What follows belongs to an exercise in optimizing a design on an open flow for small area; a production flow would make more cautious choices.
In this exercise RTL edits were held to simulation tests only and were not proved equivalent to the original.
Power figures rest on the tool's default switching activity, not on a simulated workload.

<file path="design.v">
module ptz_sync (
    input  wire          clk,
    input  wire          rst,
    input  wire          in_valid,
    input  wire [7:0]    in_byte,
    output reg           evD_valid,
    output reg  [3:0]    evD_kind,
    output wire [7:0]    evD_cam,
    output wire [1:0]    evD_pan,
    output wire [1:0]    evD_tilt,
    output wire [1:0]    evD_zoom,
    output wire [1:0]    evD_iris,
    output wire [1:0]    evD_focus,
    output wire [3:0]    evD_ext_act,
    output wire [55:0]   evD_raw,
    output reg           evP_valid,
    output reg  [3:0]    evP_kind,
    output wire [8:0]    evP_cam,
    output wire [1:0]    evP_pan,
    output wire [1:0]    evP_tilt,
    output wire [1:0]    evP_zoom,
    output wire [1:0]    evP_iris,
    output wire [1:0]    evP_focus,
    output wire [3:0]    evP_ext_act,
    output wire [63:0]   evP_raw,
    output reg           evB_valid,
    output reg  [3:0]    evB_kind,
    output wire [7:0]    evB_len,
    output wire [14:0]   evB_cam,
    output wire [6:0]    evB_op,
    output wire [3:0]    evB_fn,
    output wire [1:0]    evB_pan,
    output wire [3:0]    evB_pan_speed,
    output wire [1:0]    evB_tilt,
    output wire [3:0]    evB_tilt_speed,
    output wire [1:0]    evB_zoom,
    output wire [3:0]    evB_zoom_speed,
    output wire [1:0]    evB_iris,
    output wire [1:0]    evB_focus,
    output wire [1023:0] evB_raw
);
    wire step = in_valid & ~rst;
    function [4:0] ext_lookup;
        input [7:0] cmd1;
        input [7:0] cmd2;
        input [7:0] data1;
        begin
            ext_lookup = 5'b0_0000;
            if (cmd1 == 8'h00 && data1 == 8'h00) begin
                case (cmd2)
                    8'h03: ext_lookup = 5'b1_0000;
                    8'h05: ext_lookup = 5'b1_0001;
                    8'h07: ext_lookup = 5'b1_0010;
                    8'h09: ext_lookup = 5'b1_0011;
                    8'h0B: ext_lookup = 5'b1_0100;
                    8'h1F: ext_lookup = 5'b1_0101;
                    8'h21: ext_lookup = 5'b1_0110;
                    8'h23: ext_lookup = 5'b1_0111;
                    8'h25: ext_lookup = 5'b1_1000;
                    default: ext_lookup = 5'b0_0000;
                endcase
            end
        end
    endfunction
    function [3:0] pelco_kind;
        input       ok;
        input [4:0] ext;
        input       ext_bit;
        begin
            if (!ok)           pelco_kind = 4'd0;
            else if (!ext_bit) pelco_kind = 4'd1;
            else if (ext[4])   pelco_kind = 4'd2;
            else               pelco_kind = 4'd3;
        end
    endfunction
    reg  [63:0] sh;
    reg  [2:0]  cnt_d;       
    reg  [2:0]  cnt_p;       
    reg         ok_d, ok_p;
    wire [7:0] s2 = sh[16 +: 8], s3 = sh[24 +: 8], s4 = sh[32 +: 8];
    wire [7:0] s5 = sh[40 +: 8], s6 = sh[48 +: 8], s7 = sh[56 +: 8];
    wire [7:0] s1 = sh[8 +: 8];
    wire match_d = (cnt_d == 3'd6) && (s2 == 8'hFF);
    wire match_p = (cnt_p == 3'd7) && (s1 == 8'hA0) && (s7 == 8'hAF);
    wire [7:0] sum_d = s3 + s4 + s5 + s6 + s7;
    wire [7:0] x_p = s2 ^ s3 ^ s4 ^ s5 ^ s6 ^ 8'h0F;
    always @(posedge clk) begin
        if (rst) begin
            cnt_d <= 3'd0;
            cnt_p <= 3'd0;
        end else if (step) begin
            cnt_d <= (match_d && sum_d == in_byte) ? 3'd0 : (cnt_d == 3'd6) ? 3'd6 : cnt_d + 3'd1;
            cnt_p <= (match_p && x_p == in_byte) ? 3'd0 : (cnt_p == 3'd7) ? 3'd7 : cnt_p + 3'd1;
        end
    end
    always @(posedge clk) begin
        evD_valid <= step && match_d;
        evP_valid <= step && match_p;
        ok_d      <= (sum_d == in_byte);
        ok_p      <= (x_p == in_byte);
        if (step)
            sh <= {in_byte, sh[63:8]};
    end
    wire [7:0] d_cmd1 = sh[24 +: 8];
    wire [7:0] d_cmd2 = sh[32 +: 8];
    wire [4:0] d_ext  = ext_lookup(sh[24 +: 8], sh[32 +: 8], sh[40 +: 8]);
    always @(*) evD_kind = pelco_kind(ok_d, d_ext, d_cmd2[0]);
    assign evD_raw     = sh[63:8];
    assign evD_cam     = sh[16 +: 8];
    assign evD_pan     = {d_cmd2[2], d_cmd2[1]};
    assign evD_tilt    = {d_cmd2[4], d_cmd2[3]};
    assign evD_zoom    = {d_cmd2[6], d_cmd2[5]};
    assign evD_focus   = {d_cmd1[0], d_cmd2[7]};
    assign evD_iris    = {d_cmd1[2], d_cmd1[1]};
    assign evD_ext_act = d_ext[3:0];
    wire [7:0] p_cmd1 = sh[16 +: 8];
    wire [7:0] p_cmd2 = sh[24 +: 8];
    wire [4:0] p_ext  = ext_lookup(sh[16 +: 8], sh[24 +: 8], sh[32 +: 8]);
    always @(*) evP_kind = pelco_kind(ok_p, p_ext, p_cmd2[0]);
    assign evP_raw     = sh;
    assign evP_cam     = {1'b0, sh[8 +: 8]} + 9'd1;
    assign evP_pan     = {p_cmd2[2], p_cmd2[1]};
    assign evP_tilt    = {p_cmd2[4], p_cmd2[3]};
    assign evP_zoom    = {p_cmd2[6], p_cmd2[5]};
    assign evP_focus   = {p_cmd1[1], p_cmd1[0]};
    assign evP_iris    = {p_cmd1[3], p_cmd1[2]};
    assign evP_ext_act = p_ext[3:0];
    reg [895:0] wb;          
    reg [7:0] g;             
    reg [6:0] sum_b;         
    reg       ok_b;
    wire hdr = in_byte[7];
    wire match_b = hdr ? (in_byte[6:0] == 7'd0) : (!g[7] && g[6:0] == wb[0 +: 7]);
    always @(posedge clk) begin
        if (rst)
            g <= 8'd128;
        else if (step) begin
            if (hdr)        g <= 8'd1;
            else if (!g[7]) g <= g + 8'd1;
        end
    end
    always @(posedge clk) begin
        evB_valid <= step && match_b;
        ok_b      <= !hdr && (sum_b == in_byte[6:0]);
        if (step)
            sum_b <= hdr ? in_byte[6:0] : sum_b + in_byte[6:0];
    end
    integer i;
    always @(posedge clk) begin
        if (step && hdr)
            wb[0 +: 7] <= in_byte[6:0];
        for (i = 1; i < 128; i = i + 1)
            if (step && !hdr && g == i)
                wb[7*i +: 7] <= in_byte[6:0];
    end
    genvar k;
    generate
        for (k = 0; k < 128; k = k + 1) begin : g_raw
            assign evB_raw[8*k +: 8] = {(k == 0) ? 1'b1 : 1'b0, wb[7*k +: 7]};
        end
    endgenerate
    wire [6:0] len_b = wb[0 +: 7];
    wire [6:0] op_b  = wb[21 +: 7];
    wire [3:0] fn_b  = wb[28 +: 4];
    always @(*) begin
        if (!ok_b)
            evB_kind = 4'd0;
        else if (len_b < 7'd4)
            evB_kind = 4'd9;
        else if (op_b == 7'h05 && len_b >= 7'd7)
            evB_kind = 4'd4;
        else if (op_b == 7'h07 && len_b >= 7'd5) begin
            case (fn_b)
                4'd1, 4'd2, 4'd4, 4'd5, 4'd8, 4'd9, 4'd10: evB_kind = 4'd5;
                default:                                   evB_kind = 4'd6;
            endcase
        end else if (op_b >= 7'h01 && op_b <= 7'h0D)
            evB_kind = 4'd7;
        else
            evB_kind = 4'd8;
    end
    wire [6:0] b_d1 = wb[28 +: 7];
    wire [6:0] b_d2 = wb[35 +: 7];
    wire [6:0] b_d3 = wb[42 +: 7];
    assign evB_len        = g;
    assign evB_cam        = {wb[7 +: 7], wb[14 +: 7]} + 15'd1;
    assign evB_op         = op_b;
    assign evB_fn         = fn_b;
    assign evB_pan        = {b_d1[5], b_d1[4]};
    assign evB_pan_speed  = b_d1[3:0];
    assign evB_tilt       = {b_d2[5], b_d2[4]};
    assign evB_tilt_speed = b_d2[3:0];
    assign evB_zoom       = {b_d3[5], b_d3[4]};
    assign evB_zoom_speed = {1'b0, b_d3[2:0]};
    assign evB_iris       = {b_d2[6], b_d1[6]};
    assign evB_focus      = {b_d3[3], b_d3[6]};
endmodule
</file>
<file path="run.sh">
#!/bin/bash
# synth_recipe.tcl (not shown) runs the flow's synth.tcl, then flattens the netlist and writes it again
# the make line also repeats each setting of config.mk as NAME=value (left out here)
make -C /OpenROAD-flow-scripts/flow DESIGN_CONFIG=/design/flow/config.mk WORK_HOME=/design/flow/orfs CLKGATE_MAP_FILE= SYNTH_SCRIPT=/design/flow/synth_recipe.tcl finish
</file>
<file path="config.mk">
export PLATFORM = sky130hd
export DESIGN_NAME = ptz_sync
export DESIGN_NICKNAME = ptz_sync
export VERILOG_FILES = /design/flow/design.v
export SDC_FILE = /design/flow/constraint.sdc
export NUM_CORES = 4
export LEC_CHECK = 0
export CAP_MARGIN = 20
export CORE_MARGIN = 2
export CORE_UTILIZATION = 30
export PLACE_DENSITY = 0.35
export SLEW_MARGIN = 20
</file>
<file path="constraint.sdc">
create_clock -name core_clock -period 150.0 [get_ports {clk}]
set_input_delay 30.0000 -clock core_clock [delete_from_list [all_inputs] [get_ports {clk}]]
set_output_delay 30.0000 -clock core_clock [all_outputs]
set_load 0.01 [all_outputs]
</file>
==> results of run 1 <==
==> cell families after synthesis <==
kind of cell             count (synthesis)  share of synthesized area
AO/OA/AOI/OAI                           71                     0.0128
XOR/XNOR                                85                     0.0233
adder cells (fa/ha/maj)                 45                     0.0205
buffers and inverters                  312                     0.0604
flip-flops                             987                      0.836
multiplexers                             3                   0.000889
other                                    2                   0.000213
AND/OR/NAND/NOR                        341                     0.0455
==> flow_metrics.env, run 1 <==
export IMPL_synthesis_yosys_warnings=1
export IMPL_synth_avg_cell_area_um2=19.1
export IMPL_placement_rows=125
export IMPL_synth_top_cell_area_share=0.825
export IMPL_synthDominantAreaCellType="edfxtp_1"
export IMPL_post_synth_main_area_contributors="edfxtp_1, buf_4, nor2_1"
export IMPL_post_synth_top_count_cell="edfxtp_1"
export IMPL_run_status="did not finish"
export IMPL_synth_seq_cells=987
export IMPL_stop_stage="I/O pin placement"
export IMPL_synthArstFlopShare=0
export IMPL_die_w_um=347
export IMPL_synth_yosys_seq_area_share=0.836
export IMPL_mappedNetlistArea_um2=35200
export IMPL_die_y_um=347
export IMPL_synth_enable_flop_cells=967
export IMPL_ys_flop_type="edfxtp_1"
export IMPL_post_synth_most_frequent_cells="edfxtp_1, buf_4, nor2_1"
export IMPL_synth_distinct_cells=56
export IMPL_syn_instance_count=1846
export IMPL_flow_first_error="[ERROR PPL-0024] Number of IO pins (1271) exceeds maximum number of available positions (1252). Increase the die perimeter from 1386.02um to 1728.56um."
export IMPL_initial_core_util=0.303
==> inputs of run 2 (changes only) <==
--- a/config.mk
+++ b/config.mk
@@ -6,7 +6,7 @@
 export NUM_CORES = 4
 export LEC_CHECK = 0
 export CAP_MARGIN = 20
-export CORE_MARGIN = 2
-export CORE_UTILIZATION = 30
-export PLACE_DENSITY = 0.35
+export CORE_AREA = 3 3 557 127
+export DIE_AREA = 0 0 560 130
+export PLACE_DENSITY = 0.7
 export SLEW_MARGIN = 20
==> flow_metrics.env, run 2 <==
export IMPL_drtIter0Drc=2687
export IMPL_post_synth_main_area_contributors="edfxtp_1, buf_4, nor2_1"
export IMPL_critPathLaunch="sh[30]"
export IMPL_grt_start_max_net_pins=112
export IMPL_max_flop_register="wb"
export IMPL_layout_filler_cells=4178
export IMPL_path_depth=5
export IMPL_post_route_cells_drive_above_1_share=0.0470
export IMPL_timing_critical_path_to_type="output pin"
export IMPL_die_area_um2=72800
export IMPL_hold_slack_ns=0.461
export IMPL_setup_tns_ns=0
export IMPL_rsz0062_at_grt="no"
export IMPL_timing_worst_setup_path_type="flip-flop to output pin"
export IMPL_mappedNetlistArea_um2=35200
export IMPL_tritoncts="yes"
export IMPL_pwr_density_cell_nw_per_um2=10.7
export IMPL_register_area_um2=29400
export IMPL_post_synth_top_count_cell="edfxtp_1"
export IMPL_count_of_maximum_capacitance_violations=0
export IMPL_fin_total_pwr_mw=0.518
export IMPL_critical_path_max_fanout=7
export IMPL_crit_reg2reg_launch="sh[25]"
export IMPL_synthesis_yosys_warnings=1
export IMPL_buffer_ports_inserted=1137
export IMPL_number_of_antenna_violations_at_the_first_check_in_global_routing=11
export IMPL_synth_yosys_seq_area_share=0.836
export IMPL_reg_to_reg_end="cnt_d[2]"
export IMPL_grt_remaining_overflow=0
export IMPL_cts_setup_buffers=0
export IMPL_critPathTopFamily="simple AND/OR/NAND/NOR gates"
export IMPL_drc=0
export IMPL_detail_route_first_pass_iterations=5
export IMPL_clock_path_buffers=3
export IMPL_final_net_count=2985
export IMPL_vias_in_the_first_global_route=19500
export IMPL_initial_core_util=0.531
export IMPL_run_status="timing/DRC/antenna clean"
export IMPL_setup_violations=0
export IMPL_timing_final_hold_violations=0
export IMPL_ys_flop_type="edfxtp_1"
export IMPL_worst_setup_sp_type="flip-flop"
export IMPL_clkLatencyLatePin_ns=0.64
export IMPL_timing_max_transition_violations_final=0
export IMPL_synthDominantAreaCellType="edfxtp_1"
export IMPL_cts_hold_buffers_added=0
export IMPL_drt_wl_total_um=123000
export IMPL_timing_fmax_mhz=30.2
export IMPL_synth_enable_flop_cells=967
export IMPL_timing_critical_path_slowest_stage_cell="or4_1"
export IMPL_timing_critical_path_to="evD_ext_act[1]"
export IMPL_h_tree_depth=3
export IMPL_layout_cells_most_common_list="clkdlybuf4s50_1, edfxtp_1, nor2_1"
export IMPL_worst_r2r_setup_slack_ns=145.53
export IMPL_num_vias=20900
export IMPL_r2r_worst_path_cells=13
export IMPL_peakVddDrop_v=0.00000754
export IMPL_worstPathRequired_ns=120.00
export IMPL_synthArstFlopShare=0
export IMPL_synth_seq_cells=987
export IMPL_route_detailed_wl_per_inst_um=31.5
export IMPL_placement_rows=44
export IMPL_multiInputGateArea_um2=4130
export IMPL_gr_usage_all_layers=0.324
export IMPL_die_w_um=560
export IMPL_clk_root_buffer_cell="clkbuf_16"
export IMPL_postLayoutCoreUtil=0.733
export IMPL_worst_setup_hold_path_clk_slew_ns=0.08
export IMPL_worst_slew_margin_relative_to_its_limit=0.283
export IMPL_synth_avg_cell_area_um2=19.1
export IMPL_worst_hold_path_num_cells=2
export IMPL_synth_top_cell_area_share=0.825
export IMPL_layout_cells_most_common="clkdlybuf4s50_1"
export IMPL_io_pins=1271
export IMPL_crit_chain="or4_1 -> nor2b_1 -> nand4_1 -> nor4_1 -> clkdlybuf4s50_1"
export IMPL_grt_pass1_wl_um=162000
export IMPL_total_half_perimeter_wirelength_after_legalization_and_detailed_placement_um=88900
export IMPL_crit_path_max_incr_delay_ns=0.64
export IMPL_syn_instance_count=1846
export IMPL_number_of_flip_flops_in_the_largest_register=896
export IMPL_routed_via_density=5.35
export IMPL_post_cts_resized=0
export IMPL_timing_worst_slew_pin_value_ns=1.07
export IMPL_period_minus_ws_final_ns=33.13
export IMPL_total_number_of_clock_tree_sinks=987
export IMPL_synth_distinct_cells=56
export IMPL_timing_final_crit_share=0.221
export IMPL_cp_arrival_ns=3.13
export IMPL_reg_top3="wb: 896 flops, sh: 64 flops, g: 8 flops"
export IMPL_areaGrowthSynthToFinish_pct=37.9
export IMPL_post_synth_most_frequent_cells="edfxtp_1, buf_4, nor2_1"
export IMPL_path_buf_inv=1
export IMPL_finalWeightedCongestion=0.930
export IMPL_leakagePower_nw=16.2
export IMPL_die_y_um=130
export IMPL_hold_path_class="flip-flop to flip-flop"
export IMPL_tritoncts_buffers=70
export IMPL_antenna_left=0
export IMPL_floorplan_core_area_um2=66200
export IMPL_worst_skew_ns=0.0398
==> run 2: area by class of cell <==
class                           count  share of cell area
Clock inverter                     31             0.00433
Antenna cell                        1           0.0000515
Clock buffer                       90              0.0392
Tap cell                          920              0.0237
Sequential cell                   987               0.606
Timing Repair Buffer             1167               0.239
Multi-Input combinational cell    678              0.0851
Inverter                           25             0.00193
==> run 2: tightest hold or removal path: cells and delay by family, from the launching register on <==
family,cells,cell delay [ns]
AOI/OAI and AO/OA,1,0.05
DFF,1,0.33
and+or+nand+nor,1,0.05
==> run 2: per-layer routing <==
layer | part of all wire | up-vias | global-route usage
met3 | 0.10 | 143 | 0.100
met4 | 0.019 | 4 | 0.0688
met5 | 0.00018 | - | 0
met1 | 0.38 | 10900 | 0.435
li1 | - | 8622 | -
met2 | 0.50 | 1190 | 0.532
==> run 2: worst min path at each step <==
stage                         from        to  slack [ns]
after floorplan           cnt_p[1]  cnt_p[1]        0.43
after global placement    cnt_p[1]  cnt_p[1]        0.44
after detailed placement  cnt_p[1]  cnt_p[1]        0.45
after CTS                 cnt_p[1]  cnt_p[1]        0.47
after global routing      cnt_p[1]  cnt_p[1]        0.49
final                     cnt_p[1]  cnt_p[1]        0.46
==> run 2: logic make-up after synthesis <==
family          Yosys count  share of synthesized area
flops                   987                      0.836
fa+ha+maj                45                     0.0205
other cells               2                   0.000213
buf+inv                 312                     0.0604
compound gates           71                     0.0128
mux                       3                   0.000889
simple gates            341                     0.0455
xor+xnor                 85                     0.0233
==> run 2: metrics by stage <==
stage	cell area, um2	setup slack (ns)	cells
2_1_floorplan	35700	117.11	1977
3_3_place_gp	46400	116.51	3776
3_5_place_dp	46400	116.39	3776
4_1_cts	48500	116.87	3897
5_1_grt	48500	116.70	3899
6_report	48500	116.87	3899
==> run 2: report_power, final <==
group / internal [mW] / leakage, nW / switching (mW)
sequential: 0.303 / 8.88 / 0.00235
combinational: 0.00856 / 6.25 / 0.0155
clock: 0.0938 / 1.03 / 0.0945
==> inputs of run 3 (changes only) <==
--- a/design.v
+++ b/design.v
@@ -44,22 +44,19 @@
         input [7:0] cmd1;
         input [7:0] cmd2;
         input [7:0] data1;
+        reg hit;
+        reg [4:0] x;
         begin
-            ext_lookup = 5'b0_0000;
-            if (cmd1 == 8'h00 && data1 == 8'h00) begin
-                case (cmd2)
-                    8'h03: ext_lookup = 5'b1_0000;
-                    8'h05: ext_lookup = 5'b1_0001;
-                    8'h07: ext_lookup = 5'b1_0010;
-                    8'h09: ext_lookup = 5'b1_0011;
-                    8'h0B: ext_lookup = 5'b1_0100;
-                    8'h1F: ext_lookup = 5'b1_0101;
-                    8'h21: ext_lookup = 5'b1_0110;
-                    8'h23: ext_lookup = 5'b1_0111;
-                    8'h25: ext_lookup = 5'b1_1000;
-                    default: ext_lookup = 5'b0_0000;
-                endcase
-            end
+            case (cmd2)
+                8'h03, 8'h05, 8'h07, 8'h09, 8'h0B, 8'h1F, 8'h21, 8'h23, 8'h25: hit = 1'b1;
+                default: hit = 1'b0;
+            endcase
+            x = cmd2[5:1];
+            ext_lookup[4] = hit && cmd1 == 8'h00 && data1 == 8'h00;
+            ext_lookup[3] = x[4] & x[1];
+            ext_lookup[2] = x[4] ? ~x[1] : (x[2] & x[0]);
+            ext_lookup[1] = x[4] ? ~x[1] : (~x[3] & ((x[1] & x[0]) | (x[2] & ~x[0])));
+            ext_lookup[0] = (x[0] ^ ~x[4]) | x[3];
         end
     endfunction
     function [3:0] pelco_kind;
@@ -126,17 +123,18 @@
     assign evP_iris    = {p_cmd1[3], p_cmd1[2]};
     assign evP_ext_act = p_ext[3:0];
     reg [895:0] wb;          
-    reg [7:0] g;             
+    reg [6:0] g;             
     reg [6:0] sum_b;         
     reg       ok_b;
     wire hdr = in_byte[7];
-    wire match_b = hdr ? (in_byte[6:0] == 7'd0) : (!g[7] && g[6:0] == wb[0 +: 7]);
+    wire g0 = (g == 7'd0);
+    wire match_b = hdr ? (in_byte[6:0] == 7'd0) : (!g0 && g == wb[0 +: 7]);
     always @(posedge clk) begin
         if (rst)
-            g <= 8'd128;
+            g <= 7'd0;
         else if (step) begin
-            if (hdr)        g <= 8'd1;
-            else if (!g[7]) g <= g + 8'd1;
+            if (hdr)      g <= 7'd1;
+            else if (!g0) g <= g + 7'd1;
         end
     end
     always @(posedge clk) begin
@@ -182,7 +180,7 @@
     wire [6:0] b_d1 = wb[28 +: 7];
     wire [6:0] b_d2 = wb[35 +: 7];
     wire [6:0] b_d3 = wb[42 +: 7];
-    assign evB_len        = g;
+    assign evB_len        = {g0, g};
     assign evB_cam        = {wb[7 +: 7], wb[14 +: 7]} + 15'd1;
     assign evB_op         = op_b;
     assign evB_fn         = fn_b;
==> flow/run.sh (new file) <==
#!/bin/bash
# Standard ORFS layout (the standard.sh, unchanged synthesis, floorplan,
# power grid, placement, routing). Two settings differ from the defaults:
#  - the port buffers use the smallest buffer cell (every input and output
#    port still gets its own buffer);
#  - clock tree synthesis inserts no dummy loads.
set -euo pipefail
bash standard.sh \
  'BUFFER_PORTS_ARGS=-buffer_cell sky130_fd_sc_hd__buf_1' \
  'CTS_ARGS=-sink_clustering_enable -repair_clock_nets -dont_use_dummy_load -buf_list sky130_fd_sc_hd__clkbuf_4' \
  finish > standard_flow.log 2>&1
==> standard.sh (new file) <==
#!/bin/bash
# synth_recipe.tcl (not shown) runs the flow's synth.tcl, then flattens the netlist and writes it again
# the make line also repeats each setting of config.mk as NAME=value (left out here)
make -C /OpenROAD-flow-scripts/flow DESIGN_CONFIG=/design/flow/config.mk WORK_HOME=/design/flow/orfs CLKGATE_MAP_FILE= SYNTH_SCRIPT=/design/flow/synth_recipe.tcl "${@:-finish}"
removed: run.sh
==> flow_metrics.env, run 3 <==
export IMPL_post_route_cells_drive_above_1_share=0.0731
export IMPL_initial_core_util=0.527
export IMPL_detail_route_first_pass_iterations=5
export IMPL_ys_flop_type="edfxtp_1"
export IMPL_dp_worst_setup_slack_ns=117.00
export IMPL_path_buf_inv=2
export IMPL_post_place_cells=3725
export IMPL_drc=0
export IMPL_layout_filler_cells=5069
export IMPL_grt_remaining_overflow=0
export IMPL_route_detailed_wl_per_inst_um=29.4
export IMPL_placed_cell_area_um2=39000
export IMPL_synthesis_yosys_warnings=1
export IMPL_count_of_maximum_capacitance_violations=0
export IMPL_synthDominantAreaCellType="edfxtp_1"
export IMPL_cts_setup_buffers=0
export IMPL_clkLatencyLatePin_ns=0.94
export IMPL_number_of_flip_flops_in_the_largest_register=896
export IMPL_total_half_perimeter_wirelength_after_legalization_and_detailed_placement_um=80500
export IMPL_die_y_um=130
export IMPL_timing_final_hold_violations=0
export IMPL_tritoncts="yes"
export IMPL_layout_cells_most_common="buf_1"
export IMPL_worst_setup_sp_type="flip-flop"
export IMPL_met3_usage=0.118
export IMPL_antenna_left=0
export IMPL_peakVddDrop_v=0.00000556
export IMPL_rsz0062_at_grt="no"
export IMPL_fin_area_um2=40300
export IMPL_max_flop_register="wb"
export IMPL_reg_top3="wb: 896 flops, sh: 64 flops"
export IMPL_cp_arrival_ns=2.90
export IMPL_critical_path_max_fanout=13
export IMPL_synth_top_cell_area_share=0.832
export IMPL_h_tree_depth=4
export IMPL_most_crowded_layer_gr="met2"
export IMPL_tritoncts_buffers=179
export IMPL_postLayoutCoreUtil=0.609
export IMPL_synthArstFlopShare=0
export IMPL_setup_violations=0
export IMPL_fin_total_pwr_mw=0.473
export IMPL_timing_final_crit_share=0.219
export IMPL_hold_slack_ns=0.471
export IMPL_grt_start_max_net_pins=70
export IMPL_crit_path_max_incr_delay_ns=0.76
export IMPL_worst_slew_margin_relative_to_its_limit=0.319
export IMPL_synth_yosys_seq_area_share=0.843
export IMPL_setup_tns_ns=0
export IMPL_layout_cells_most_common_list="buf_1, edfxtp_1, clkbuf_4"
export IMPL_gr_usage_all_layers=0.300
export IMPL_final_net_count=3042
export IMPL_floorplan_core_area_um2=66200
export IMPL_placement_rows=44
export IMPL_post_cts_resized=0
export IMPL_num_vias=20800
export IMPL_synth_distinct_cells=49
export IMPL_vias_in_the_first_global_route=19600
export IMPL_critPathTopFamily="simple AND/OR/NAND/NOR gates"
export IMPL_timing_worst_setup_path_type="flip-flop to output pin"
export IMPL_timing_critical_path_to_type="output pin"
export IMPL_leakagePower_nw=12.8
export IMPL_hold_path_class="flip-flop to flip-flop"
export IMPL_die_area_um2=72800
export IMPL_buffer_ports_inserted=1137
export IMPL_clk_root_buffer_cell="clkbuf_4"
export IMPL_worst_skew_ns=0.0591
export IMPL_period_minus_ws_final_ns=32.90
export IMPL_cts_hold_buffers_added=0
export IMPL_drt_wl_total_um=115000
export IMPL_timing_worst_slew_pin_value_ns=1.02
export IMPL_number_of_antenna_violations_at_the_first_check_in_global_routing=8
export IMPL_syn_instance_count=1795
export IMPL_worstPathRequired_ns=120.00
export IMPL_worst_setup_hold_path_clk_slew_ns=0.08
export IMPL_post_synth_main_area_contributors="edfxtp_1, buf_4, xnor2_1"
export IMPL_timing_critical_path_slowest_stage_cell="nor2_1"
export IMPL_areaGrowthSynthToFinish_pct=15.7
export IMPL_timing_fmax_mhz=30.4
export IMPL_total_number_of_clock_tree_sinks=986
export IMPL_io_pins=1271
export IMPL_routed_via_density=5.31
export IMPL_die_w_um=560
export IMPL_synth_avg_cell_area_um2=19.4
export IMPL_finalNonFillerCells=3910
export IMPL_pwr_density_cell_nw_per_um2=11.7
export IMPL_globalRouteMet2Util=0.468
export IMPL_setup_ws_ns=117.10
export IMPL_grt_pass1_wl_um=152000
export IMPL_synth_enable_flop_cells=967
export IMPL_drtIter0Drc=2508
export IMPL_post_synth_top_count_cell="edfxtp_1"
export IMPL_post_synth_most_frequent_cells="edfxtp_1, buf_4, nor2_1"
export IMPL_run_status="timing/DRC/antenna clean"
export IMPL_mappedNetlistArea_um2=34900
export IMPL_met1_usage=0.400
export IMPL_synth_seq_cells=986
export IMPL_finalWeightedCongestion=0.921
export IMPL_clock_path_buffers=3
export IMPL_timing_max_transition_violations_final=0
export IMPL_crit_chain="nor2_1 -> nand3_1 -> inv_1 -> buf_1"
-- run 3: path summary, 6_finish.rpt --
kind	slack, ns	cells after the start	start	end
hold / removal	0.47	2	cnt_p[1]	cnt_p[1]
hold reg to reg	0.47	2	cnt_p[1]	cnt_p[1]
setup reg to reg	145.53	13	sh[25]	cnt_d[2]
setup / recovery	117.10	4	g[2]	evB_len[7]
-- run 3: routing by layer --
metal  up-vias  part of all wire
li1       8605                 -
met1     10700              0.38
met2      1312              0.48
met3       194              0.12
met4         6             0.022
met5         -           0.00030
-- run 3: report_power, final --
part / switching, mW / internal, mW / leakage, nW
clock network: 0.0919 / 0.0545 / 0.824
registers: 0.00209 / 0.303 / 8.87
logic: 0.0146 / 0.00618 / 3.15
total: 0.109 / 0.364 / 12.8
-- run 3: cells by family after synthesis --
family	Yosys count	synth area share
simple gates	297	0.0390
xor+xnor	92	0.0242
mux	6	0.00176
buf+inv	306	0.0601
flops	986	0.843
other cells	2	0.000215
fa+ha+maj	45	0.0207
compound gates	61	0.0108
-- run 3: final cells by class --
type	instances	area, um2	share of cell area
Timing Repair Buffer	1157	4440	0.110
Inverter	28	105	0.00260
Tap cell	920	1150	0.0285
Multi-Input combinational cell	634	3870	0.0959
Clock buffer	179	1340	0.0333
Sequential cell	986	29400	0.729
Antenna cell	6	15.0	0.000372
-- run 3: worst reg2reg max path, cell delays in order (launching register included) --
cell	delay, ns
edfxtp_1	0.91
fa_1	0.57
fa_1	0.50
fa_1	0.52
ha_1	0.19
inv_1	0.07
fa_1	0.39
nand2b_1	0.16
a21oi_1	0.24
a31oi_1	0.15
xor2_1	0.19
nand4_1	0.19
a21oi_1	0.18
nor3_1	0.06
==> inputs of run 4 (changes only) <==
--- a/flow/run.sh
+++ b/flow/run.sh
@@ -7,5 +7,5 @@
 set -euo pipefail
 bash standard.sh \
   'BUFFER_PORTS_ARGS=-buffer_cell sky130_fd_sc_hd__buf_1' \
-  'CTS_ARGS=-sink_clustering_enable -repair_clock_nets -dont_use_dummy_load -buf_list sky130_fd_sc_hd__clkbuf_4' \
+  'CTS_ARGS=-sink_clustering_enable -repair_clock_nets -dont_use_dummy_load -buf_list sky130_fd_sc_hd__clkbuf_8' \
   finish > standard_flow.log 2>&1
==> flow_metrics.env, run 4 <==
export IMPL_run_status="timing/DRC/antenna clean"
export IMPL_worstPathRequired_ns=120.00
export IMPL_timing_worst_slew_pin_value_ns=1.01
export IMPL_number_of_antenna_violations_at_the_first_check_in_global_routing=5
export IMPL_dp_worst_setup_slack_ns=117.00
export IMPL_vias_in_the_first_global_route=19000
export IMPL_synth_enable_flop_cells=967
export IMPL_period_minus_ws_final_ns=32.71
export IMPL_synth_seq_cells=986
export IMPL_placement_rows=44
export IMPL_detail_route_first_pass_iterations=5
export IMPL_post_cts_resized=0
export IMPL_layout_cells_most_common_list="buf_1, edfxtp_1, nor2_1"
export IMPL_r2r_worst_path_cells=13
export IMPL_reg_to_reg_end="cnt_d[2]"
export IMPL_final_net_count=2971
export IMPL_hold_path_class="flip-flop to flip-flop"
export IMPL_drc=0
export IMPL_synth_distinct_cells=49
export IMPL_die_y_um=130
export IMPL_worst_slew_margin_relative_to_its_limit=0.325
export IMPL_grt_pass1_wl_um=150000
export IMPL_floorplan_core_area_um2=66200
export IMPL_grt_start_max_net_pins=70
export IMPL_io_pins=1271
export IMPL_timing_final_hold_violations=0
export IMPL_ys_flop_type="edfxtp_1"
export IMPL_rsz0062_at_grt="no"
export IMPL_die_w_um=560
export IMPL_timing_worst_setup_path_type="flip-flop to output pin"
export IMPL_total_half_perimeter_wirelength_after_legalization_and_detailed_placement_um=80500
export IMPL_finalNonFillerCells=3837
export IMPL_setup_violations=0
export IMPL_number_of_flip_flops_in_the_largest_register=896
export IMPL_synth_avg_cell_area_um2=19.4
export IMPL_leakagePower_nw=12.8
export IMPL_cp_arrival_ns=2.71
export IMPL_route_detailed_wl_per_inst_um=29.6
export IMPL_fin_total_pwr_mw=0.477
export IMPL_routed_via_density=5.30
export IMPL_drtIter0Drc=2458
export IMPL_post_synth_most_frequent_cells="edfxtp_1, buf_4, nor2_1"
export IMPL_worst_r2r_setup_slack_ns=145.58
export IMPL_setup_tns_ns=0
export IMPL_post_place_cells=3725
export IMPL_post_synth_top_count_cell="edfxtp_1"
export IMPL_max_flop_register="wb"
export IMPL_pwr_density_cell_nw_per_um2=11.8
export IMPL_gr_usage_all_layers=0.296
export IMPL_grt_remaining_overflow=0
export IMPL_cts_hold_buffers_added=0
export IMPL_buffer_ports_inserted=1137
export IMPL_worst_setup_sp_type="flip-flop"
export IMPL_count_of_maximum_capacitance_violations=0
export IMPL_synthArstFlopShare=0
export IMPL_worst_skew_ns=0.0406
export IMPL_critical_path_max_fanout=13
export IMPL_worst_setup_hold_path_clk_slew_ns=0.07
export IMPL_die_area_um2=72800
export IMPL_synthesis_yosys_warnings=1
export IMPL_setup_ws_ns=117.29
export IMPL_syn_instance_count=1795
export IMPL_synth_yosys_seq_area_share=0.843
export IMPL_drt_wl_total_um=113000
export IMPL_areaGrowthSynthToFinish_pct=16.0
export IMPL_cts_setup_buffers=0
export IMPL_tritoncts="yes"
export IMPL_mappedNetlistArea_um2=34900
export IMPL_total_number_of_clock_tree_sinks=986
export IMPL_reg_top3="wb: 896 flops, sh: 64 flops"
export IMPL_post_synth_main_area_contributors="edfxtp_1, buf_4, xnor2_1"
export IMPL_clk_root_buffer_cell="clkbuf_8"
export IMPL_num_vias=20300
export IMPL_initial_core_util=0.527
export IMPL_timing_final_crit_share=0.218
export IMPL_h_tree_depth=3
export IMPL_critPathLaunch="g[2]"
export IMPL_tritoncts_buffers=108
export IMPL_timing_critical_path_to_type="output pin"
export IMPL_antenna_left=0
export IMPL_timing_max_transition_violations_final=0
export IMPL_synthDominantAreaCellType="edfxtp_1"
export IMPL_post_route_cells_drive_above_1_share=0.0505
export IMPL_layout_cells_most_common="buf_1"
export IMPL_clock_path_buffers=3
export IMPL_timing_critical_path_to="evB_len[7]"
export IMPL_finalWeightedCongestion=0.921
export IMPL_timing_fmax_mhz=30.6
export IMPL_clkLatencyLatePin_ns=0.74
export IMPL_crit_reg2reg_launch="sh[25]"
export IMPL_hold_slack_ns=0.471
export IMPL_synth_top_cell_area_share=0.832
export IMPL_peakVddDrop_v=0.00000729
==> run 4: cell counts after synthesis <==
No cell type changed its count.
==> run 4: cell families (layout without fill, tap and decap cells) <==
| family | Yosys count | in the layout | synth area share |
|---|---|---|---|
| flops | 986 | 986 | 0.843 |
| buf+inv | 306 | 1293 | 0.0601 |
| simple gates | 297 | 297 | 0.0390 |
| xor+xnor | 92 | 92 | 0.0242 |
| compound gates | 61 | 61 | 0.0108 |
| fa+ha+maj | 45 | 45 | 0.0207 |
| mux | 6 | 6 | 0.00176 |
| other cells | 2 | 137 | 0.000215 |
==> run 4: where the power goes <==
| group | switching, mW | leakage (nW) | internal (mW) |
|---|---|---|---|
| Sequential | 0.00209 | 8.87 | 0.303 |
| Clock | 0.0872 | 0.777 | 0.0638 |
| Combinational | 0.0146 | 3.15 | 0.00618 |
==> run 4: stage by stage <==
| step | utilization | instance area [um2] |
|---|---|---|
| after global placement | 0.589 | 39000 |
| after CTS | 0.611 | 40500 |
| final | 0.611 | 40500 |
| after detailed placement | 0.589 | 39000 |
| after global routing | 0.611 | 40500 |
| after floorplan | - | 35400 |
==> run 4: worst min path at each step <==
stage / from / to / slack [ns] / cells past startpoint
after floorplan: cnt_p[1] / cnt_p[1] / 0.44 / 2
after global placement: cnt_p[1] / cnt_p[1] / 0.46 / 2
after detailed placement: cnt_p[1] / cnt_p[1] / 0.46 / 2
after CTS: cnt_p[1] / cnt_p[1] / 0.47 / 2
after global routing: cnt_p[1] / cnt_p[1] / 0.49 / 2
final: cnt_p[1] / cnt_p[1] / 0.47 / 2
==> run 4: layout make-up <==
| class | count | area [um2] |
|---|---|---|
| clock buffer | 108 | 1490 |
| antenna | 4 | 10.0 |
| tap | 920 | 1150 |
| inverter | 28 | 105 |
| sequential | 986 | 29400 |
| multi-input combinational | 634 | 3870 |
| fill | 4984 | 25700 |
| timing repair buffer | 1157 | 4440 |
==> run 4: worst max-delay path: stages, from the launching register on <==
cell and delay, ns:
dfxtp_1 0.46, nor2_1 0.76, nand3_1 0.35, inv_1 0.19, buf_1 0.24
==> run 4: per-layer routing <==
metal	vias to the layer above	global-route usage	share of wire	wire [um]
met2	1180	0.471	0.49	55600
met1	10600	0.396	0.38	43200
li1	8416	-	-	-
met5	-	0.0138	0.0013	145
met3	180	0.103	0.11	12000
met4	2	0.0741	0.022	2540
==> inputs of run 5 (changes only) <==
==> flow/run.sh (replaced) <==
#!/bin/bash
# Standard ORFS layout (the standard.sh: unchanged synthesis, floorplan,
# power grid, placement, routing) with these settings changed:
#  - the port buffers use the smallest buffer cell (every input and output
#    port still gets its own buffer);
#  - clock tree synthesis: no dummy loads, clkbuf_8 buffers, larger sink clusters;
#  - the synthesis tie cells are kept shared instead of one per load.
set -euo pipefail
bash standard.sh \
  'BUFFER_PORTS_ARGS=-buffer_cell sky130_fd_sc_hd__buf_1' \
  'CTS_ARGS=-sink_clustering_enable -repair_clock_nets -dont_use_dummy_load -buf_list sky130_fd_sc_hd__clkbuf_8 -sink_clustering_size 18 -sink_clustering_max_diameter 50' \
  SKIP_REPAIR_TIE_FANOUT=1 finish > standard_flow.log 2>&1
==> flow_metrics.env, run 5 <==
export IMPL_die_area_um2=72800
export IMPL_worst_setup_sp_type="input pin"
export IMPL_number_of_antenna_violations_at_the_first_check_in_global_routing=3
export IMPL_synth_yosys_seq_area_share=0.843
export IMPL_layout_cells_most_common="buf_1"
export IMPL_io_pins=1271
export IMPL_die_w_um=560
export IMPL_cts_setup_buffers=0
export IMPL_timing_final_hold_violations=0
export IMPL_route_detailed_wl_per_inst_um=30.2
export IMPL_crit_chain="buf_1 -> nand2b_1 -> nor2_1 -> and2_1 -> nand3_1 -> nor2_1"
export IMPL_tritoncts_buffers=60
export IMPL_synth_seq_cells=986
export IMPL_mux_share_of_post_synthesis_cell_area=0.00176
export IMPL_timing_worst_setup_path_type="input pin to flip-flop"
export IMPL_detail_route_first_pass_iterations=6
export IMPL_post_synth_top_count_cell="edfxtp_1"
export IMPL_timing_max_transition_violations_final=0
export IMPL_clkLatencyLatePin_ns=0.72
export IMPL_hold_path_class="flip-flop to flip-flop"
export IMPL_layout_cells_most_common_list="buf_1, edfxtp_1, nor2_1"
export IMPL_worst_setup_hold_path_clk_slew_ns=0.11
export IMPL_timing_critical_path_slowest_stage_cell="nor2_1"
export IMPL_areaGrowthSynthToFinish_pct=12.8
export IMPL_reg_top3="wb: 896 flops, sh: 64 flops"
export IMPL_crit_path_max_incr_delay_ns=0.76
export IMPL_fin_area_um2=39400
export IMPL_cts_hold_buffers_added=0
export IMPL_post_synth_main_area_contributors="edfxtp_1, buf_4, xnor2_1"
export IMPL_grt_pass1_wl_um=146000
export IMPL_post_synth_most_frequent_cells="edfxtp_1, buf_4, nor2_1"
export IMPL_placement_rows=44
export IMPL_tritoncts="yes"
export IMPL_post_route_cells_drive_above_1_share=0.0372
export IMPL_peakVddDrop_v=0.00000457
export IMPL_post_cts_resized=0
export IMPL_critPathTopFamily="simple AND/OR/NAND/NOR gates"
export IMPL_total_half_perimeter_wirelength_after_legalization_and_detailed_placement_um=78700
export IMPL_synthesis_yosys_warnings=1
export IMPL_drc=0
export IMPL_final_net_count=2797
export IMPL_total_number_of_clock_tree_sinks=986
export IMPL_drt_wl_total_um=111000
export IMPL_synthSimpleGateAreaFrac=0.0390
export IMPL_setup_violations=0
export IMPL_synthDominantAreaCellType="edfxtp_1"
export IMPL_grt_remaining_overflow=0
export IMPL_buffer_ports_inserted=1137
export IMPL_synth_avg_cell_area_um2=19.4
export IMPL_worst_slew_margin_relative_to_its_limit=0.220
export IMPL_synth_enable_flop_cells=967
export IMPL_run_status="timing/DRC/antenna clean"
export IMPL_timing_critical_path_to_type="flip-flop"
export IMPL_pwr_density_cell_nw_per_um2=11.2
export IMPL_finalWeightedCongestion=0.910
export IMPL_routed_via_density=5.39
export IMPL_initial_core_util=0.527
export IMPL_timing_worst_slew_pin_value_ns=1.17
export IMPL_h_tree_depth=2
export IMPL_main_combinational_cell_family_by_area_after_synthesis="buffers and inverters"
export IMPL_critPathMostFrequentCell="nor2_1"
export IMPL_timing_fmax_mhz=30.6
export IMPL_synthesized_area_fraction_occupied_by_ao_oa_aoi_and_oai_cells=0.0108
export IMPL_rsz0062_at_grt="no"
export IMPL_die_y_um=130
export IMPL_antenna_left=0
export IMPL_ys_flop_type="edfxtp_1"
export IMPL_max_flop_register="wb"
export IMPL_leakagePower_nw=12.1
export IMPL_synthXorXnorAreaFrac=0.0242
export IMPL_drtIter0Drc=2175
export IMPL_worst_skew_ns=0.0490
export IMPL_critical_path_max_fanout=11
export IMPL_gr_usage_all_layers=0.288
export IMPL_clk_root_buffer_cell="clkbuf_8"
export IMPL_timing_final_crit_share=0.218
export IMPL_count_of_maximum_capacitance_violations=0
export IMPL_mappedNetlistArea_um2=34900
export IMPL_fin_total_pwr_mw=0.441
export IMPL_floorplan_core_area_um2=66200
export IMPL_syn_instance_count=1795
export IMPL_num_vias=19700
export IMPL_clock_path_buffers=3
export IMPL_vias_in_the_first_global_route=18300
export IMPL_placed_cell_area_um2=38500
export IMPL_period_minus_ws_final_ns=32.73
export IMPL_worstPathRequired_ns=150.36
export IMPL_cp_arrival_ns=33.09
export IMPL_number_of_flip_flops_in_the_largest_register=896
export IMPL_setup_tns_ns=0
export IMPL_path_buf_inv=1
export IMPL_synth_distinct_cells=49
export IMPL_synth_top_cell_area_share=0.832
export IMPL_synth_adder_area_share=0.0207
export IMPL_synthArstFlopShare=0
export IMPL_grt_start_max_net_pins=133
-- run 5: cell count changes in the layout (fill, tap and decap cells not counted), sizes merged --
cell | previous run | this run
buf | 1150 | 1155
clkbuf | 115 | 67
conb | 133 | 2
diode | 4 | 2
-- run 5: final timing paths --
kind	from	endpoint	slack (ns)	cells past startpoint
setup / recovery	in_valid	wb[762]	117.27	6
hold reg to reg	cnt_p[1]	cnt_p[1]	0.48	2
setup reg to reg	sh[25]	cnt_d[2]	145.63	13
hold / removal	cnt_p[1]	cnt_p[1]	0.48	2
-- run 5: layout make-up --
type                       count  area (um2)
timing repair buffer        1162        4480
multi-input combinational    503        3370
tap                          920        1150
antenna                        2        5.00
sequential                   986       29400
clock buffer                  60         826
inverter                      28         105
fill                        4941       26900
-- run 5: routing by layer --
metal,GRT usage,vias to the layer above,part of all wire
li1,-,8191,-
met1,0.382,10300,0.38
met2,0.481,1074,0.50
met3,0.0895,137,0.10
met4,0.0552,0,0.018
met5,0,-,0
-- run 5: cells by family after synthesis --
logic type / count (synthesis)
flip-flops: 986
buffers and inverters: 306
AND/OR/NAND/NOR: 297
XOR/XNOR: 92
AO/OA/AOI/OAI: 61
adder cells (fa/ha/maj): 45
multiplexers: 6
other: 2
-- run 5: stage by stage --
step / std cells / setup slack, ns / utilization / hold slack (ns)
floorplan: 1795 / 117.39 / - / 0.444
global placement: 3599 / 116.79 / 0.582 / 0.453
detailed placement: 3599 / 116.68 / 0.582 / 0.465
CTS: 3659 / 117.30 / 0.594 / 0.481
global route: 3660 / 117.14 / 0.594 / 0.518
finish: 3661 / 117.27 / 0.594 / 0.479
-- run 5: power breakdown --
| part | switching (mW) | internal [mW] | leakage (nW) |
|---|---|---|---|
| Combinational | 0.0143 | 0.00618 | 2.75 |
| Sequential | 0.00203 | 0.303 | 8.87 |
| Clock | 0.0791 | 0.0360 | 0.431 |
| Total | 0.0954 | 0.345 | 12.1 |
-- run 5: tightest hold or removal path, delay by kind of cell (launching register included) --
| kind | cells | cell delay, ns |
|---|---|---|
| AND/OR/NAND/NOR | 1 | 0.07 |
| flip-flops | 1 | 0.33 |
| AO/OA/AOI/OAI | 1 | 0.04 |
==> inputs of run 6 (changes only) <==
--- a/flow/run.sh
+++ b/flow/run.sh
@@ -8,5 +8,5 @@
 set -euo pipefail
 bash standard.sh \
   'BUFFER_PORTS_ARGS=-buffer_cell sky130_fd_sc_hd__buf_1' \
-  'CTS_ARGS=-sink_clustering_enable -repair_clock_nets -dont_use_dummy_load -buf_list sky130_fd_sc_hd__clkbuf_8 -sink_clustering_size 18 -sink_clustering_max_diameter 50' \
+  'CTS_ARGS=-sink_clustering_enable -repair_clock_nets -dont_use_dummy_load -buf_list sky130_fd_sc_hd__clkbuf_8 -sink_clustering_size 16 -sink_clustering_max_diameter 45' \
   SKIP_REPAIR_TIE_FANOUT=1 finish > standard_flow.log 2>&1
==> flow_metrics.env, run 6 <==
export IMPL_h_tree_depth=3
export IMPL_synth_avg_cell_area_um2=19.4
export IMPL_drtIter0Drc=2311
export IMPL_mappedNetlistArea_um2=34900
export IMPL_synthesis_yosys_warnings=1
export IMPL_power_frac_comb=0.045
export IMPL_run_status="timing/DRC/antenna clean"
export IMPL_timing_critical_path_to_type="flip-flop"
export IMPL_clkLatencyLatePin_ns=0.73
export IMPL_layout_cells_most_common_list="buf_1, edfxtp_1, nor2_1"
export IMPL_synth_top_cell_area_share=0.832
export IMPL_placed_cell_area_um2=38500
export IMPL_setup_tns_ns=0
export IMPL_critPathLaunch="in_valid"
export IMPL_final_net_count=2808
export IMPL_cts_setup_buffers=0
export IMPL_worst_setup_sp_type="input pin"
export IMPL_finalWeightedCongestion=0.910
export IMPL_grt_start_max_net_pins=133
export IMPL_dp_worst_setup_slack_ns=116.68
export IMPL_peakVddDrop_v=0.00000571
export IMPL_critical_path_max_fanout=11
export IMPL_post_synth_top_count_cell="edfxtp_1"
export IMPL_clock_path_buffers=3
export IMPL_period_minus_ws_final_ns=32.76
export IMPL_grt_remaining_overflow=0
export IMPL_r2r_worst_path_cells=13
export IMPL_worst_setup_hold_path_clk_slew_ns=0.10
export IMPL_rsz0062_at_grt="no"
export IMPL_worst_skew_ns=0.0626
export IMPL_timing_worst_setup_path_type="input pin to flip-flop"
export IMPL_count_of_maximum_capacitance_violations=0
export IMPL_hold_path_class="flip-flop to flip-flop"
export IMPL_crit_reg2reg_launch="sh[25]"
export IMPL_reg_to_reg_end="cnt_d[2]"
export IMPL_drt_wl_total_um=111000
export IMPL_synth_yosys_seq_area_share=0.843
export IMPL_seq_power_share=0.678
export IMPL_clk_root_buffer_cell="clkbuf_8"
export IMPL_drc=0
export IMPL_setup_violations=0
export IMPL_fin_total_pwr_mw=0.450
export IMPL_cellInternalPower_mw=0.352
export IMPL_post_synth_most_frequent_cells="edfxtp_1, buf_4, nor2_1"
export IMPL_timing_critical_path_slowest_stage_cell="nor2_1"
export IMPL_path_buf_inv=1
export IMPL_die_w_um=560
export IMPL_timing_max_transition_violations_final=0
export IMPL_max_flop_register="wb"
export IMPL_timing_final_crit_share=0.218
export IMPL_timing_fmax_mhz=30.5
export IMPL_num_vias=19800
export IMPL_total_half_perimeter_wirelength_after_legalization_and_detailed_placement_um=78700
export IMPL_number_of_antenna_violations_at_the_first_check_in_global_routing=3
export IMPL_timing_critical_path_to="wb[756]"
export IMPL_pwr_density_cell_nw_per_um2=11.4
export IMPL_tritoncts_buffers=71
export IMPL_tritoncts="yes"
export IMPL_grt_pass1_wl_um=147000
export IMPL_path_depth=6
export IMPL_timing_worst_slew_pin_value_ns=1.16
export IMPL_detail_route_first_pass_iterations=5
export IMPL_layout_cells_most_common="buf_1"
export IMPL_die_area_um2=72800
export IMPL_timing_final_hold_violations=0
export IMPL_die_y_um=130
export IMPL_cp_arrival_ns=33.12
export IMPL_crit_chain="buf_1 -> nand2b_1 -> nor2_1 -> and2_1 -> nand3_1 -> nor2_1"
export IMPL_cts_hold_buffers_added=0
export IMPL_reg_top3="wb: 896 flops, sh: 64 flops"
export IMPL_synth_seq_cells=986
export IMPL_switching_power_mw=0.0977
export IMPL_routed_via_density=5.40
export IMPL_min_from="cnt_p[1]"
export IMPL_worstPathRequired_ns=150.36
export IMPL_worst_hold_path_num_cells=2
export IMPL_total_number_of_clock_tree_sinks=986
export IMPL_critPathMostFrequentCell="nor2_1"
export IMPL_route_detailed_wl_per_inst_um=30.3
export IMPL_setup_ws_ns=117.24
export IMPL_post_synth_main_area_contributors="edfxtp_1, buf_4, xnor2_1"
export IMPL_post_route_cells_drive_above_1_share=0.0411
export IMPL_netSwitchingFraction=0.217
export IMPL_io_pins=1271
export IMPL_syn_instance_count=1795
export IMPL_initial_core_util=0.527
export IMPL_layout_filler_cells=4929
export IMPL_placement_rows=44
export IMPL_antenna_left=0
export IMPL_synthArstFlopShare=0
export IMPL_number_of_flip_flops_in_the_largest_register=896
export IMPL_floorplan_core_area_um2=66200
export IMPL_crit_path_max_incr_delay_ns=0.77
export IMPL_synth_distinct_cells=49
export IMPL_buffer_ports_inserted=1137
export IMPL_post_cts_resized=0
export IMPL_ys_flop_type="edfxtp_1"
export IMPL_vias_in_the_first_global_route=18400
export IMPL_worst_r2r_setup_slack_ns=145.63
export IMPL_synthDominantAreaCellType="edfxtp_1"
export IMPL_leakagePower_nw=12.1
export IMPL_fin_area_um2=39500
export IMPL_gr_usage_all_layers=0.291
export IMPL_synth_enable_flop_cells=967
export IMPL_worst_slew_margin_relative_to_its_limit=0.224
export IMPL_critPathTopFamily="simple AND/OR/NAND/NOR gates"
export IMPL_areaGrowthSynthToFinish_pct=13.2
export IMPL_p_clk_frac=0.276
-- run 6: cell counts after synthesis --
Identical to the previous run, type by type.
-- run 6: tightest hold or removal path, delay by kind of cell (launching register included) --
kind | cells | cell delay [ns]
AND/OR/NAND/NOR | 1 | 0.07
flip-flops | 1 | 0.33
AO/OA/AOI/OAI | 1 | 0.04
-- run 6: cells by family after synthesis --
family                   count (synthesis)  share of synthesized area
multiplexers                             6                    0.00176
buffers and inverters                  306                     0.0601
adder cells (fa/ha/maj)                 45                     0.0207
AND/OR/NAND/NOR                        297                     0.0390
other                                    2                   0.000215
AO/OA/AOI/OAI                           61                     0.0108
XOR/XNOR                                92                     0.0242
flip-flops                             986                      0.843
-- run 6: layer usage --
| layer | vias up | track usage | wire length [um] |
|---|---|---|---|
| met2 | 1036 | 0.486 | 56000 |
| met3 | 134 | 0.0896 | 10800 |
| met5 | - | 0 | 13 |
| met4 | 2 | 0.0599 | 1860 |
| li1 | 8218 | - | - |
| met1 | 10400 | 0.386 | 42400 |
-- run 6: final cells by class --
cell class / instances / area (um2) / area share
Sequential cell: 986 / 29400 / 0.745
Timing Repair Buffer: 1162 / 4480 / 0.113
Multi-Input combinational cell: 503 / 3370 / 0.0853
Tap cell: 920 / 1150 / 0.0291
Clock buffer: 71 / 977 / 0.0247
Inverter: 28 / 105 / 0.00266
Antenna cell: 1 / 2.50 / 0.0000633
-- run 6: worst min-delay path by stage --
stage | endpoint
detailed placement | cnt_p[1]
global route | cnt_p[1]
finish | cnt_p[1]
floorplan | cnt_p[1]
CTS | cnt_p[1]
global placement | cnt_p[1]
-- run 6: stage by stage --
step / cells / utilization / hold WS [ns]
finish: 3671 / 0.597 / 0.478
global route: 3671 / 0.597 / 0.515
CTS: 3670 / 0.596 / 0.479
detailed placement: 3599 / 0.582 / 0.465
global placement: 3599 / 0.582 / 0.453
floorplan: 1795 / - / 0.444
-- run 6: power groups by stage --
stage / Sequential, mW / Combinational, mW / Clock, mW
after floorplan: 0.311 / 0.0148 / 0
after global placement: 0.311 / 0.0201 / 0
after detailed placement: 0.311 / 0.0204 / 0
after CTS: 0.305 / 0.0205 / 0.125
after global routing: 0.305 / 0.0224 / 0.135
final: 0.305 / 0.0204 / 0.124
==> inputs of run 7 (changes only) <==
--- a/config.mk
+++ b/config.mk
@@ -6,7 +6,7 @@
 export NUM_CORES = 4
 export LEC_CHECK = 0
 export CAP_MARGIN = 20
-export CORE_AREA = 3 3 557 127
-export DIE_AREA = 0 0 560 130
-export PLACE_DENSITY = 0.7
+export CORE_AREA = 3 3 537 109
+export DIE_AREA = 0 0 540 112
+export PLACE_DENSITY = 0.8
 export SLEW_MARGIN = 20
==> flow_metrics.env, run 7 <==
export IMPL_mappedNetlistArea_um2=34900
export IMPL_placement_rows=38
export IMPL_timing_final_hold_violations=0
export IMPL_multiInputGateArea_um2=3370
export IMPL_critical_path_max_fanout=13
export IMPL_number_of_flip_flops_in_the_largest_register=896
export IMPL_number_of_antenna_violations_at_the_first_check_in_global_routing=6
export IMPL_initial_core_util=0.633
export IMPL_worst_setup_hold_path_clk_slew_ns=0.11
export IMPL_worst_setup_sp_type="flip-flop"
export IMPL_peakVddDrop_v=0.00000623
export IMPL_antennaDiodeCount=0
export IMPL_pwr_density_cell_nw_per_um2=11.5
export IMPL_drtIter0Drc=3174
export IMPL_synth_yosys_seq_area_share=0.843
export IMPL_tritoncts_buffers=71
export IMPL_antenna_left=0
export IMPL_clock_path_buffers=3
export IMPL_synth_avg_cell_area_um2=19.4
export IMPL_areaGrowthSynthToFinish_pct=12.7
export IMPL_setup_tns_ns=0
export IMPL_fin_total_pwr_mw=0.451
export IMPL_min_from="cnt_p[1]"
export IMPL_syn_instance_count=1795
export IMPL_post_synth_most_frequent_cells="edfxtp_1, buf_4, nor2_1"
export IMPL_timing_final_crit_share=0.218
export IMPL_post_cts_resized=0
export IMPL_register_area_um2=29400
export IMPL_final_net_count=2806
export IMPL_period_minus_ws_final_ns=32.73
export IMPL_cts_hold_buffers_added=0
export IMPL_layout_filler_cells=3455
export IMPL_synthesis_yosys_warnings=1
export IMPL_rsz0062_at_grt="no"
export IMPL_worst_slew_margin_relative_to_its_limit=0.262
export IMPL_dp_worst_setup_slack_ns=117.06
export IMPL_timing_worst_setup_path_type="flip-flop to output pin"
export IMPL_synth_enable_flop_cells=967
export IMPL_num_vias=20300
export IMPL_hold_slack_ns=0.494
export IMPL_ys_flop_type="edfxtp_1"
export IMPL_run_status="timing/DRC/antenna clean"
export IMPL_die_w_um=540
export IMPL_timing_critical_path_to_type="output pin"
export IMPL_max_flop_register="wb"
export IMPL_crit_reg2reg_launch="sh[25]"
export IMPL_cp_arrival_ns=2.73
export IMPL_count_of_maximum_capacitance_violations=0
export IMPL_total_number_of_clock_tree_sinks=986
export IMPL_gr_usage_all_layers=0.355
export IMPL_worst_skew_ns=0.0470
export IMPL_postLayoutCoreUtil=0.713
export IMPL_h_tree_depth=3
export IMPL_path_buf_inv=2
export IMPL_grt_remaining_overflow=0
export IMPL_crit_chain="nor2_1 -> nand3_1 -> inv_1 -> buf_1"
export IMPL_timing_max_transition_violations_final=0
export IMPL_buffer_ports_inserted=1137
export IMPL_setup_violations=0
export IMPL_total_half_perimeter_wirelength_after_legalization_and_detailed_placement_um=77000
export IMPL_die_area_um2=60500
export IMPL_reg_top3="wb: 896 flops, sh: 64 flops"
export IMPL_layout_cells_most_common_list="buf_1, edfxtp_1, nor2_1"
export IMPL_post_route_cells_drive_above_1_share=0.0404
export IMPL_synthDominantAreaCellType="edfxtp_1"
export IMPL_synth_seq_cells=986
export IMPL_timing_critical_path_slowest_stage_cell="nor2_1"
export IMPL_crit_path_max_incr_delay_ns=0.84
export IMPL_timing_worst_slew_pin_value_ns=1.10
export IMPL_routed_via_density=5.79
export IMPL_post_synth_main_area_contributors="edfxtp_1, buf_4, xnor2_1"
export IMPL_cts_setup_buffers=0
export IMPL_die_y_um=112
export IMPL_leakagePower_nw=12.1
export IMPL_hold_path_class="flip-flop to flip-flop"
export IMPL_io_pins=1271
export IMPL_route_detailed_wl_per_inst_um=31.0
export IMPL_floorplan_core_area_um2=55200
export IMPL_drt_wl_total_um=109000
export IMPL_critPathLaunch="g[2]"
export IMPL_detail_route_first_pass_iterations=6
export IMPL_worstPathRequired_ns=120.00
export IMPL_tritoncts="yes"
export IMPL_setup_ws_ns=117.27
export IMPL_grt_pass1_wl_um=150000
export IMPL_synth_top_cell_area_share=0.832
export IMPL_post_synth_top_count_cell="edfxtp_1"
export IMPL_clk_root_buffer_cell="clkbuf_8"
export IMPL_synthArstFlopShare=0
export IMPL_synth_distinct_cells=49
export IMPL_timing_fmax_mhz=30.6
export IMPL_grt_start_max_net_pins=133
export IMPL_finalWeightedCongestion=0.952
export IMPL_critPathTopFamily="simple AND/OR/NAND/NOR gates"
export IMPL_clkLatencyLatePin_ns=0.69
export IMPL_vias_in_the_first_global_route=19000
export IMPL_layout_cells_most_common="buf_1"
export IMPL_drc=0
## run 7: through the flow
stage          instance area [um2]  cells
6_report                     39300   3508
5_1_grt                      39300   3508
4_1_cts                      39300   3508
3_5_place_dp                 38300   3437
3_3_place_gp                 38300   3437
2_1_floorplan                34900   1795
## run 7: cells by family (layout without fill, tap and decap cells)
logic type      count (synthesis)  after routing  synth area share
compound gates                 61             61            0.0108
flops                         986            986             0.843
buf+inv                       306           1259            0.0601
simple gates                  297            297            0.0390
xor+xnor                       92             92            0.0242
other cells                     2              2          0.000215
mux                             6              6           0.00176
fa+ha+maj                      45             45            0.0207
## run 7: worst paths after layout
| path | to | slack (ns) | cells after the start |
|---|---|---|---|
| max | evB_len[7] | 117.27 | 4 |
| min | cnt_p[1] | 0.49 | 2 |
| max reg2reg | cnt_d[2] | 145.53 | 13 |
| min reg2reg | cnt_p[1] | 0.49 | 2 |
## run 7: final cells by class
class | instances | share of cell area
Sequential cell | 986 | 0.749
Timing Repair Buffer | 1160 | 0.114
Tap cell | 760 | 0.0242
Multi-Input combinational cell | 503 | 0.0858
Clock buffer | 71 | 0.0249
Inverter | 28 | 0.00267
## run 7: worst register-to-register path, stage by stage, from the launching register on
cell	delay, ns
edfxtp_1	0.84
fa_1	0.56
fa_1	0.50
fa_1	0.52
ha_1	0.18
inv_1	0.06
fa_1	0.39
nand2b_1	0.16
a21oi_1	0.19
a31oi_1	0.17
xor2_1	0.21
nand4_1	0.31
a21oi_1	0.23
nor3_1	0.07
## run 7: routing by layer
layer,share of wire,up-vias,global-route usage
li1,-,8198,-
met3,0.13,179,0.125
met5,0.00032,-,0
met1,0.36,10400,0.493
met2,0.48,1470,0.556
met4,0.019,8,0.0694
## run 7: report_power, final
part	switching (mW)	internal, mW
clock	0.0821	0.0428
combinational	0.0145	0.00621
sequential	0.00208	0.303
total	0.0986	0.352

what the ideal ports hide:
No port has a modelled driver above. Below, the same layouts with a new extraction and two added sets of constraints.
Step 1: set_driving_cell puts a clkbuf_16 on clk and a buf_2 on each other input, an assumption about the parent block.
Step 2 also shifts input and output timing later by t, the mid clock arrival at the registers, as if the neighbouring blocks saw the same clock.
a / b / c = ideal / step 1 / step 2; a / b = the first two.
run | t, ns | setup WS [ns] | clock arrival spread, ns | cell pins on the clock port's net
run 2 | 0.701 | 116.873 / 116.792 / 116.613 | 0.040 / 0.041 | 1
run 3 | 0.994 | 117.097 / 117.025 / 116.947 | 0.103 / 0.103 | 1
run 4 | 0.785 | 117.288 / 117.216 / 116.892 | 0.058 / 0.058 | 1
run 5 | 0.756 | 117.270 / 117.273 / 116.535 | 0.067 / 0.066 | 1
run 6 | 0.765 | 117.242 / 117.254 / 116.502 | 0.063 / 0.062 | 1
run 7 | 0.746 | 117.271 / 117.198 / 116.713 | 0.055 / 0.055 | 1
After both steps every run listed still meets setup and hold. The setup slack of run 6, which loses most, moves by +0.012 ns with the drivers and by -0.740 ns with both steps.
